Background: an optimization exercise with open tools, aiming at small area and a short achievable clock period. Do not read the settings as production practice. Only simulation tests tie the RTL to the original design; equivalence was not proved. Power and IR drop assume default switching activity.

==> inputs of onyx <==
==> flow/design.v <==
module wfd (
    input  wire        clk,
    input  wire        rst,
    input  wire        start,
    input  wire        s_end,
    input  wire        s_valid,
    input  wire [15:0] s_data,
    input  wire [15:0] cfg_vhigh,
    input  wire [15:0] cfg_vlow,
    input  wire        cfg_reverse,
    input  wire        cfg_invert,
    input  wire        cfg_verbose,
    output wire        s_ready,
    output wire        done,
    output wire        err,
    output wire [1:0]  err_code,
    output wire [2:0]  phase,
    output wire        b_valid,
    output wire [7:0]  b_data,
    output wire        sym_valid,
    output wire        sym,
    output wire [15:0] pre_start,
    output wire [15:0] pre_size,
    output wire [15:0] pre_end,
    output wire [15:0] short_dur,
    output wire [15:0] long_dur,
    output wire [15:0] byte_count,
    output wire        diag_sat,
    output wire        start_seen,
    output wire [2:0]  bitcnt,
    output wire [15:0] run
);
    localparam [2:0] IDLE = 3'd0, PH1 = 3'd1, PH2 = 3'd2, PH3 = 3'd3,
                     DONE = 3'd4, ERR = 3'd5;
    localparam [1:0] E_NONE = 2'd0, E_CAL = 2'd1, E_INPUT = 2'd2, E_RANGE = 2'd3;
    reg [2:0]  ph_q;
    reg [1:0]  ec_q;
    reg [15:0] vhx_q, vlx_q;           
    reg        rev_q, inv_q;
    reg [15:0] pst_q, psz_q, pend_q;
    reg        cal_q;                  
    reg [12:0] q11_q;
    reg [3:0]  r11_q;
    reg [14:0] q3_q;
    reg [1:0]  r3_q;
    reg [15:0] run_q;
    reg        ss_q;
    reg [7:0]  acc_q;
    reg [2:0]  bc_q;
    reg [15:0] bcnt_q;
    reg        dsat_q;
    reg        bv_q, sv_q, sy_q;
    reg [7:0]  bd_q;
    wire [15:0] sx = {~s_data[15], s_data[14:0]};
    wire        in_ph1 = (ph_q == PH1);
    wire        in_ph2 = (ph_q == PH2);
    wire        in_ph3 = (ph_q == PH3);
    wire [16:0] hsum = {1'b0, sx} + {1'b0, ~vhx_q} + {16'd0, in_ph1};
    wire        hi = hsum[16];
    wire        lo = (sx <= vlx_q);
    wire        pst_max = &pst_q;
    wire        psz_max = &psz_q;
    wire        run_max = &run_q;
    wire        run_nz  = |run_q;
    wire        bcnt_max = &bcnt_q;
    wire [16:0] end_sum = {1'b0, pst_q} + {1'b0, psz_q};
    wire        cal_bad = (q11_q == 13'd0);           
    wire [18:0] run5 = {1'b0, run_q, 2'b00} + {3'b000, run_q} + {17'd0, r3_q};
    wire        is_short = run5 < {3'b000, psz_q};
    wire        symbol = ~(is_short ^ rev_q);
    wire [7:0]  acc_n = {acc_q[6:0], symbol};
    wire [7:0]  acc_r = {acc_n[0], acc_n[1], acc_n[2], acc_n[3],
                         acc_n[4], acc_n[5], acc_n[6], acc_n[7]};
    reg [2:0]  ph_n;
    reg [1:0]  ec_n;
    reg [15:0] pst_n, psz_n, pend_n, run_n, bcnt_n;
    reg        cal_n;
    reg [12:0] q11_n;
    reg [3:0]  r11_n;
    reg [14:0] q3_n;
    reg [1:0]  r3_n;
    reg        ss_n, dsat_n, bv_n, sv_n, sy_n;
    reg [7:0]  acc_n_q, bd_n;
    reg [2:0]  bc_n;
    reg        do2;
    always @(*) begin
        ph_n   = ph_q;   ec_n  = ec_q;
        pst_n  = pst_q;  psz_n = psz_q; pend_n = pend_q; cal_n = cal_q;
        q11_n  = q11_q;  r11_n = r11_q; q3_n = q3_q; r3_n = r3_q;
        run_n  = run_q;  bcnt_n = bcnt_q;
        ss_n   = ss_q;   dsat_n = dsat_q;
        acc_n_q = acc_q; bd_n = bd_q; bc_n = bc_q; sy_n = sy_q;
        bv_n   = 1'b0;   sv_n = 1'b0;
        do2    = 1'b0;
        if (s_valid) begin
            if (in_ph1) begin
                if (hi) begin
                    if (pst_max) dsat_n = 1'b1;
                    else pst_n = pst_q + 16'd1;
                end else begin
                    ph_n = PH2;
                    do2  = 1'b1;
                end
            end
            if (in_ph2) do2 = 1'b1;
            if (do2) begin
                if (lo) begin
                    if (psz_max) begin
                        ph_n = ERR;
                        ec_n = E_RANGE;
                    end else begin
                        psz_n = psz_q + 16'd1;
                        if (r11_q == 4'd10) begin
                            r11_n = 4'd0;
                            q11_n = q11_q + 13'd1;
                        end else begin
                            r11_n = r11_q + 4'd1;
                        end
                        if (r3_q == 2'd2) begin
                            r3_n = 2'd0;
                            q3_n = q3_q + 15'd1;
                        end else begin
                            r3_n = r3_q + 2'd1;
                        end
                    end
                end else begin
                    cal_n  = 1'b1;
                    pend_n = end_sum[16] ? 16'hffff : end_sum[15:0];
                    if (end_sum[16]) dsat_n = 1'b1;
                    if (cal_bad) begin
                        ph_n = ERR;
                        ec_n = E_CAL;
                    end else begin
                        ph_n = PH3;
                    end
                end
            end
            if (in_ph3) begin
                if (hi) begin
                    if (!run_max) run_n = run_q + 16'd1;
                end else if (run_nz) begin
                    sy_n = symbol;
                    sv_n = 1'b1;
                    run_n = 16'd0;
                    if (!ss_q) begin
                        ss_n = 1'b1;
                    end else begin
                        acc_n_q = acc_n;
                        if (bc_q == 3'd7) begin
                            bd_n = inv_q ? acc_r : acc_n;
                            bv_n = 1'b1;
                            bc_n = 3'd0;
                            if (bcnt_max) dsat_n = 1'b1;
                            else bcnt_n = bcnt_q + 16'd1;
                        end else begin
                            bc_n = bc_q + 3'd1;
                        end
                    end
                end
            end
        end
        if (s_end) begin
            case (ph_n)
                PH1: begin
                    ph_n = ERR;
                    ec_n = (pst_n == 16'd0) ? E_INPUT : E_CAL;
                end
                PH2: begin
                    ph_n = ERR;
                    ec_n = E_CAL;
                end
                PH3: ph_n = DONE;
                default: ;
            endcase
        end
    end
    always @(posedge clk) begin
        if (rst || start) begin
            ph_q   <= rst ? IDLE : PH1;
            ec_q   <= E_NONE;
            pst_q  <= 16'd0; psz_q <= 16'd0; pend_q <= 16'd0; cal_q <= 1'b0;
            q11_q  <= 13'd0; r11_q <= 4'd0; q3_q <= 15'd0; r3_q <= 2'd0;
            run_q  <= 16'd0; bcnt_q <= 16'd0;
            ss_q   <= 1'b0; dsat_q <= 1'b0;
            acc_q  <= 8'd0; bd_q <= 8'd0; bc_q <= 3'd0; sy_q <= 1'b0;
            bv_q   <= 1'b0; sv_q <= 1'b0;
        end else begin
            ph_q   <= ph_n;   ec_q  <= ec_n;
            pst_q  <= pst_n;  psz_q <= psz_n; pend_q <= pend_n; cal_q <= cal_n;
            q11_q  <= q11_n;  r11_q <= r11_n; q3_q <= q3_n; r3_q <= r3_n;
            run_q  <= run_n;  bcnt_q <= bcnt_n;
            ss_q   <= ss_n;   dsat_q <= dsat_n;
            acc_q  <= acc_n_q; bd_q <= bd_n; bc_q <= bc_n; sy_q <= sy_n;
            bv_q   <= bv_n;   sv_q <= sv_n;
        end
        if (rst) begin
            vhx_q <= 16'h8000; vlx_q <= 16'h8000;
            rev_q <= 1'b0; inv_q <= 1'b0;
        end else if (start) begin
            vhx_q <= {~cfg_vhigh[15], cfg_vhigh[14:0]};
            vlx_q <= {~cfg_vlow[15], cfg_vlow[14:0]};
            rev_q <= cfg_reverse; inv_q <= cfg_invert;
        end
    end
    assign s_ready    = in_ph1 | in_ph2 | in_ph3;
    assign done       = (ph_q == DONE);
    assign err        = (ph_q == ERR);
    assign err_code   = ec_q;
    assign phase      = ph_q;
    assign b_valid    = bv_q;
    assign b_data     = bd_q;
    assign sym_valid  = sv_q;
    assign sym        = sy_q;
    assign pre_start  = pst_q;
    assign pre_size   = psz_q;
    assign pre_end    = pend_q;
    assign short_dur  = {3'd0, q11_q & {13{cal_q}}};
    assign long_dur   = {1'd0, q3_q & {15{cal_q}}};
    assign byte_count = bcnt_q;
    assign diag_sat   = dsat_q;
    assign start_seen = ss_q;
    assign bitcnt     = bc_q;
    assign run        = run_q;
endmodule
==> flow/flow/run.sh <==
#!/bin/bash
# Standard layout (the standard.sh) with these changes to how it is made:
# - synthesis is the standard flow's script, except that its final ABC mapping runs
#   flow/abc.script (an area-recovering mapping) instead of ORFS's script,
#   and adders are left to ABC (ADDER_MAP_FILE empty);
# - plain buf_2 cells on the input and output ports, instead of the default
#   delay buffers;
# - timing repair that aims for more setup slack than the clock period needs
#   (flow/margin.txt, ns), so that the layout reaches a shorter period.
# Each tool's output goes to the ORFS logs; make's output to standard.log.
set -o pipefail
W=$PWD
MARGIN=$(cat flow/margin.txt 2>/dev/null || echo 8)
echo 'export BUFFER_PORTS_ARGS = -buffer_cell sky130_fd_sc_hd__buf_2' >> config.mk
{
  head -n 1 synth_recipe.tcl
  cat <<EOT
proc abc {args} {
  set i [lsearch -exact \$args -script]
  if {\$i >= 0} {
    set args [lreplace \$args \$i [expr {\$i + 1}] -script $W/flow/abc.script]
  }
  yosys abc {*}\$args
}
EOT
  tail -n +2 synth_recipe.tcl
} > flow_synth.tcl
bash standard.sh SYNTH_SCRIPT=$W/flow_synth.tcl ADDER_MAP_FILE= SETUP_SLACK_MARGIN=$MARGIN finish > standard.log 2>&1
==> flow/flow/abc.script <==
&get -n
&st
&dch
&nf -R 1000
&put
topo
stime -c
buffer -c
upsize -c
dnsize -c
==> flow/flow/margin.txt <==
7.8
==> flow/standard.sh <==
#!/bin/bash
# synth_recipe.tcl (not shown) runs the flow's synth.tcl, then flattens the netlist and writes it again
# the make line also repeats each setting of config.mk as NAME=value (left out here)
make -C /OpenROAD-flow-scripts/flow DESIGN_CONFIG=/design/flow/config.mk WORK_HOME=/design/flow/orfs CLKGATE_MAP_FILE= SYNTH_SCRIPT=/design/flow/synth_recipe.tcl "${@:-finish}"
==> flow/config.mk <==
export PLATFORM = sky130hd
export DESIGN_NAME = wfd
export DESIGN_NICKNAME = wfd
export VERILOG_FILES = /design/flow/design.v
export SDC_FILE = /design/flow/constraint.sdc
export NUM_CORES = 4
export LEC_CHECK = 0
export ABC_AREA = 1
export CAP_MARGIN = 20
export CORE_MARGIN = 2
export CORE_UTILIZATION = 40
export SLEW_MARGIN = 20
export BUFFER_PORTS_ARGS = -buffer_cell sky130_fd_sc_hd__buf_2
==> flow/constraint.sdc <==
create_clock -name core_clock -period 12.0 [get_ports {clk}]
set_input_delay 2.4000 -clock core_clock [delete_from_list [all_inputs] [get_ports {clk}]]
set_output_delay 2.4000 -clock core_clock [all_outputs]
set_load 0.01 [all_outputs]
==> delta: changes against onyx <==
==> flow/flow/run.sh (replaced) <==
#!/bin/bash
# Standard layout (the standard.sh) with these changes to how it is made:
# - plain buf_2 cells on the input and output ports, instead of the default
#   delay buffers;
# - no mapping of adders to full/half-adder cells before ABC (ADDER_MAP_FILE
#   empty), so ABC maps all of the logic;
# - timing repair that aims for more setup slack than the clock period needs
#   (flow/margin.txt, ns), so that the layout reaches a shorter period.
set -o pipefail
MARGIN=$(cat flow/margin.txt 2>/dev/null || echo 8)
EXTRA=$(cat flow/extra.txt 2>/dev/null || true)
echo 'export BUFFER_PORTS_ARGS = -buffer_cell sky130_fd_sc_hd__buf_2' >> config.mk
bash standard.sh ADDER_MAP_FILE= SETUP_SLACK_MARGIN=$MARGIN $EXTRA finish > standard.log 2>&1
==> flow/flow/margin.txt (replaced) <==
7.9
CORE_UTILIZATION = 55   (was 40)
CTS_BUF_LIST = sky130_fd_sc_hd__clkbuf_4 sky130_fd_sc_hd__clkbuf_8   (was unset)
removed: flow/flow/abc.script
==> run summary <==
metric	delta	onyx
All-layer global routing usage	27.9%	22.1%
Result of the run	no timing/DRC/antenna violations	no timing/DRC/antenna violations
Detail Route met2 WL	14700 µm	13500 µm
Post-detailed-route via-to-cell ratio	5.17	5.30
Internal power contribution	0.812 mW	0.947 mW
Master cell of the clock root buffer	sky130_fd_sc_hd__clkbuf_8	sky130_fd_sc_hd__clkbuf_16
Worst-path cell with the longest stage delay	sky130_fd_sc_hd__nor2_1	sky130_fd_sc_hd__a211oi_4
Clock buffer count in the final layout	18	19
Adder-Cell Fraction of Synth Area	0%	0.341%
Iter 0 DRT Violations	667	454
PnR worst setup slack	7.95 ns	6.74 ns
Fraction of power spent switching nets	29.0%	26.9%
CORE AREA	19400 µm²	22600 µm²
Number of detailed-route iterations in the first pass	6	5
Setup clock skew after layout	0.0206 ns	0.0163 ns
Maximum number of pins on one net before global-route repair	63	58
Share of cells above drive strength 1	17.9%	37.9%
Arrival time worst endpoint	4.48 ns	5.59 ns
Mean area per synthesized cell	5.99 µm²	7.85 µm²
Share of final layout cell area taken by non-clock buffers	9.08%	17.2%
Final Instance Count excl. Fillers	2288	1739
Flop-to-flop setup slack	9.24 ns	7.82 ns
Met3 WL	1600 µm	1200 µm

==> static timing again, ports no longer ideal <==
In the flow no input, the clock included, has a driving cell. The finished layouts below were timed again as built, in two steps. Step 1: set_driving_cell puts a clkbuf_16 on clk and a buf_2 on each other input, an assumption about the parent block. Step 2 times the ports against the registers' clock, not the clock port: input delays grow and output delays shrink by t, the midpoint of the rising clock arrivals with the driver on. Three values: ideal, step 1, step 2; two values: the first two.
| run | t, ns | setup slack, ns | latest minus earliest clock arrival (ns) | worst register clock-pin slew, ns |
|---|---|---|---|---|
| onyx | 0.473 | 6.739 / 6.746 / 6.273 | 0.017 / 0.017 | 0.08 / 0.08 |
| delta | 0.522 | 7.951 / 7.915 / 7.393 | 0.021 / 0.020 | 0.11 / 0.11 |
After both steps setup and hold are still met in every run listed. For delta, which loses most, drivers alone change the setup slack by -0.036 ns; drivers and shift together by -0.558 ns.
